This is an optimization exercise on Yosys and OpenROAD, whose aim is small area, a short achievable clock period and few clock cycles per item, not a production implementation. Where RTL was checked, it was by simulation tests only, not by an equivalence proof against the original. Power and IR drop assume default switching activity.

==> trial 82 <==
Design vcsk_core, start of the top module:
module vcsk_core (
    input  wire        clk,
    input  wire        rst,
    input  wire        cmd_valid,
    output wire        cmd_ready,
    input  wire [31:0] cmd_data,
    output reg         rsp_valid,
    output reg  [31:0] rsp_data,
    output reg         rsp_err
);
==> module vcsk_channel, before the edit <==
module vcsk_channel #(
    parameter [4:0] RESET_DIVIDE = 5'd0
) (
    input  wire        clk,
    input  wire        rst,
    input  wire        cfg_we,
    input  wire [4:0]  cfg_div,
    input  wire [4:0]  cfg_div_n,
    input  wire [3:0]  cfg_mode,
    input  wire [15:0] cfg_vol,
    input  wire        tick,
    output wire [4:0]  divide,
    output reg  [3:0]  mode,
    output reg  [15:0] volume,
    output wire        audible
);
    reg [4:0] div_x;
    reg [5:0] counter;
    reg [3:0] reg4;
    reg [4:0] reg5;      
    assign divide  = div_x ^ RESET_DIVIDE;
    assign audible = reg4[3];
    wire       wrap     = ({1'b0, counter} >= {1'b0, divide, 1'b1});
    wire       fire     = wrap || (counter == {1'b0, divide});
    wire z4 = (reg4 == 4'd0);
    wire z5 = (reg5 == 5'd0);
    wire m8    = (mode == 4'd8);
    wire in5s  = z5 | (reg5[4] ^ reg5[2]);
    wire in5   = m8 ? ((z5 & z4) | (reg4[3] ^ reg5[4])) : in5s;
    reg  upd5;
    wire g31   = reg5[2] & ~reg5[1] & ~reg5[0] & ~in5s;    
    wire gb4   = reg5[3];                                  
    reg  open4;
    reg  in4;
    always @(*) begin
        upd5  = 1'b1;
        open4 = 1'b1;
        case (mode)
            4'd0, 4'd11:   begin upd5 = 1'b0; in4 = 1'b1; end
            4'd1:          begin upd5 = 1'b0; in4 = z4 | (reg4[3] ^ reg4[2]); end
            4'd2:          begin open4 = g31; in4 = z4 | (reg4[3] ^ reg4[2]); end
            4'd3:          begin open4 = gb4; in4 = z4 | (reg4[3] ^ reg4[2]); end
            4'd4, 4'd5:    begin upd5 = 1'b0; in4 = ~reg4[0]; end
            4'd6:          begin open4 = g31; in4 = ~reg4[0]; end
            4'd7:          begin open4 = gb4; in4 = ~reg4[0]; end
            4'd8, 4'd9:    in4 = reg5[4];
            4'd10:         begin open4 = g31; in4 = reg5[3]; end
            4'd12, 4'd13:  begin upd5 = 1'b0; in4 = ~(~reg4[2] & (reg4[2:0] != 3'd0)); end
            4'd14:         begin open4 = g31; in4 = ~(~reg4[2] & (reg4[2:0] != 3'd0)); end
            default:       begin open4 = gb4; in4 = ~(~reg4[2] & (reg4[2:0] != 3'd0)); end
        endcase
    end
    wire inv4 = mode[3] & mode[2];                         
    always @(posedge clk) begin
        if (cfg_we) begin
            div_x  <= (cfg_div & ~RESET_DIVIDE) | (cfg_div_n & RESET_DIVIDE);
            mode   <= cfg_mode;
            volume <= cfg_vol;
        end
        counter <= (rst || (tick && wrap)) ? 6'd0 : counter + {5'd0, tick};
        if (rst) begin
            reg4    <= 4'd0;
            reg5    <= 5'd0;
        end else if (tick) begin
            if (fire && open4)
                reg4 <= {reg4[2:0] ^ {3{inv4}}, in4};
            if (fire && upd5)
                reg5 <= {reg5[3:0], in5};
        end
    end
endmodule
==> flow/config.mk <==
export PLATFORM = sky130hd
export DESIGN_NAME = vcsk_core
export DESIGN_NICKNAME = vcsk_core
export VERILOG_FILES = /design/flow/design.v
export SDC_FILE = /design/flow/constraint.sdc
export NUM_CORES = 4
export LEC_CHECK = 0
export CAP_MARGIN = 5
export CORE_MARGIN = 2
export CORE_UTILIZATION = 50
export CTS_BUF_LIST = sky130_fd_sc_hd__clkbuf_16
export CTS_CLUSTER_DIAMETER = 80
export CTS_CLUSTER_SIZE = 24
export GPL_TIMING_DRIVEN = 0
export SLEW_MARGIN = 5
==> flow/constraint.sdc <==
create_clock -name core_clock -period 44.0 [get_ports {clk}]
set_input_delay 8.8000 -clock core_clock [delete_from_list [all_inputs] [get_ports {clk}]]
set_output_delay 8.8000 -clock core_clock [all_outputs]
set_load 0.01 [all_outputs]
standard.sh (not shown) runs the stock make flow with config.mk's settings and CLKGATE_MAP_FILE= SYNTH_SCRIPT=/design/flow/synth_recipe.tcl, a recipe that flattens the netlist after the stock synthesis.
==> flow/flow/run.sh <==
#!/bin/bash
# The standard layout, with two changes to how it is made:
# - the port buffers that buffer_ports inserts are sky130_fd_sc_hd__buf_2;
# - clock tree synthesis inserts no dummy loads.
set -euo pipefail
export BUFFER_PORTS_ARGS="-buffer_cell sky130_fd_sc_hd__buf_2"
export CTS_ARGS="-sink_clustering_enable -repair_clock_nets -sink_clustering_size 24 -sink_clustering_max_diameter 80 -buf_list sky130_fd_sc_hd__clkbuf_16 -dont_use_dummy_load"
bash standard.sh finish > standard.log 2>&1
==> build 49: changes against trial 82 <==
--- a/flow/design.v
+++ b/flow/design.v
@@ -21,51 +21,86 @@
     assign divide  = div_x ^ RESET_DIVIDE;
     assign audible = reg4[3];
     wire       wrap     = ({1'b0, counter} >= {1'b0, divide, 1'b1});
+    wire [5:0] cnt_next = wrap ? 6'd0 : counter + 6'd1;
     wire       fire     = wrap || (counter == {1'b0, divide});
-    wire z4 = (reg4 == 4'd0);
-    wire z5 = (reg5 == 5'd0);
-    wire m8    = (mode == 4'd8);
-    wire in5s  = z5 | (reg5[4] ^ reg5[2]);
-    wire in5   = m8 ? ((z5 & z4) | (reg4[3] ^ reg5[4])) : in5s;
-    reg  upd5;
-    wire g31   = reg5[2] & ~reg5[1] & ~reg5[0] & ~in5s;    
-    wire gb4   = reg5[3];                                  
-    reg  open4;
-    reg  in4;
+    wire [3:0] step4 = (reg4 != 4'd0) ? {reg4[2:0], reg4[3] ^ reg4[2]} : 4'd1;
+    wire       nz5   = (reg5 != 5'd0);
+    wire [4:0] step5 = nz5 ? {reg5[3:0], reg5[4] ^ reg5[2]} : 5'd1;
+    wire       out5  = nz5 & reg5[4];           
+    wire [3:0] fill1 = {reg4[2:0], 1'b1};
+    wire [3:0] div2  = {reg4[2:0], ~reg4[0]};
+    wire       div6_nb = ~(~reg4[2] & (reg4[2:0] != 3'd0));
+    wire [3:0] div6  = {~reg4[2:0], div6_nb};
+    wire       nz9   = nz5 || (reg4 != 4'd0);
+    wire [4:0] s9_r5 = nz9 ? {reg5[3:0], reg4[3] ^ reg5[4]} : 5'd1;
+    wire       s9_o  = nz9 & reg5[4];
+    wire [3:0] s9_r4 = {reg4[2:0], s9_o};
+    wire       gate31 = (step5[3:0] == 4'h8);
+    wire       gateb4 = step5[4];
+    reg [3:0] n4;
+    reg [4:0] n5;
     always @(*) begin
-        upd5  = 1'b1;
-        open4 = 1'b1;
+        n4 = reg4;
+        n5 = reg5;
         case (mode)
-            4'd0, 4'd11:   begin upd5 = 1'b0; in4 = 1'b1; end
-            4'd1:          begin upd5 = 1'b0; in4 = z4 | (reg4[3] ^ reg4[2]); end
-            4'd2:          begin open4 = g31; in4 = z4 | (reg4[3] ^ reg4[2]); end
-            4'd3:          begin open4 = gb4; in4 = z4 | (reg4[3] ^ reg4[2]); end
-            4'd4, 4'd5:    begin upd5 = 1'b0; in4 = ~reg4[0]; end
-            4'd6:          begin open4 = g31; in4 = ~reg4[0]; end
-            4'd7:          begin open4 = gb4; in4 = ~reg4[0]; end
-            4'd8, 4'd9:    in4 = reg5[4];
-            4'd10:         begin open4 = g31; in4 = reg5[3]; end
-            4'd12, 4'd13:  begin upd5 = 1'b0; in4 = ~(~reg4[2] & (reg4[2:0] != 3'd0)); end
-            4'd14:         begin open4 = g31; in4 = ~(~reg4[2] & (reg4[2:0] != 3'd0)); end
-            default:       begin open4 = gb4; in4 = ~(~reg4[2] & (reg4[2:0] != 3'd0)); end
+            4'd0, 4'd11: n4 = fill1;
+            4'd1:        n4 = step4;
+            4'd4, 4'd5:  n4 = div2;
+            4'd12, 4'd13: n4 = div6;
+            4'd8: begin
+                n4 = s9_r4;
+                n5 = s9_r5;
+            end
+            4'd2: begin
+                n5 = step5;
+                if (gate31) n4 = step4;
+            end
+            4'd3: begin
+                n5 = step5;
+                if (gateb4) n4 = step4;
+            end
+            4'd6: begin
+                n5 = step5;
+                if (gate31) n4 = div2;
+            end
+            4'd7: begin
+                n5 = step5;
+                if (gateb4) n4 = div2;
+            end
+            4'd9: begin
+                n5 = step5;
+                n4 = {reg4[2:0], out5};
+            end
+            4'd10: begin
+                n5 = step5;
+                if (gate31) n4 = {reg4[2:0], step5[4]};
+            end
+            4'd14: begin
+                n5 = step5;
+                if (gate31) n4 = div6;
+            end
+            default: begin  
+                n5 = step5;
+                if (gateb4) n4 = div6;
+            end
         endcase
     end
-    wire inv4 = mode[3] & mode[2];                         
     always @(posedge clk) begin
         if (cfg_we) begin
             div_x  <= (cfg_div & ~RESET_DIVIDE) | (cfg_div_n & RESET_DIVIDE);
             mode   <= cfg_mode;
             volume <= cfg_vol;
         end
-        counter <= (rst || (tick && wrap)) ? 6'd0 : counter + {5'd0, tick};
         if (rst) begin
+            counter <= 6'd0;
             reg4    <= 4'd0;
             reg5    <= 5'd0;
         end else if (tick) begin
-            if (fire && open4)
-                reg4 <= {reg4[2:0] ^ {3{inv4}}, in4};
-            if (fire && upd5)
-                reg5 <= {reg5[3:0], in5};
+            counter <= cnt_next;
+            if (fire) begin
+                reg4 <= n4;
+                reg5 <= n5;
+            end
         end
     end
 endmodule
==> flow/run.sh (new file) <==
#!/bin/bash
# synth_recipe.tcl (not shown) runs the flow's synth.tcl, then flattens the netlist and writes it again
# the make line also repeats each setting of config.mk as NAME=value (left out here)
make -C /OpenROAD-flow-scripts/flow DESIGN_CONFIG=/design/flow/config.mk WORK_HOME=/design/flow/orfs CLKGATE_MAP_FILE= SYNTH_SCRIPT=/design/flow/synth_recipe.tcl finish
- CAP_MARGIN: 5 -> 20
- CORE_UTILIZATION: 50 -> 40
- GPL_TIMING_DRIVEN: 0 -> default
- SLEW_MARGIN: 5 -> 20
removed: flow/flow/run.sh
removed: flow/standard.sh
==> notes <==
- Combinational power: trial 82 is higher than build 49 (about 7%).
- Design area: trial 82 is smaller than build 49 (about 3%).
- Sequential power is about the same in build 49 and trial 82.
- Global-route usage: trial 82 is higher than build 49 (7.1 points).
- Against build 49, the hold slack of trial 82 is worse by 0.0021 ns.
- In trial 82 the wire length is larger than in build 49, by about 3.6%.
- Worst setup slack: trial 82 is better than build 49 (0.44 ns).
- Trial 82 passed the timing, DRC and antenna checks. Build 49 ran to the end with no violations.
- Against trial 82, the clock power of build 49 is larger by 32%.
Testbench counts of trial 82, summed over its fixed seeds: cycles 12,288, items 12,256.
No functional check of the RTL was part of build 49.

afterwards: timing with drivers on the ports:
In the flow no input, the clock included, has a driving cell. The finished layouts below were timed again as built, in two steps.
Step 1 assumes that a clkbuf_16 drives the clock port and a buf_2 every other input.
Step 2 also shifts input and output timing later by t, the mid clock arrival at the registers, as if the neighbouring blocks saw the same clock.
Three values: no drivers, after step 1, after step 2; two values: the first two.
run	t (ns)	setup WS [ns]	worst register clock-pin slew, ns
trial 82	0.786	33.990 / 33.910 / 34.648	0.10 / 0.10
build 49	0.842	33.551 / 33.464 / 34.306	0.10 / 0.10
After both steps every run listed still meets setup and hold.
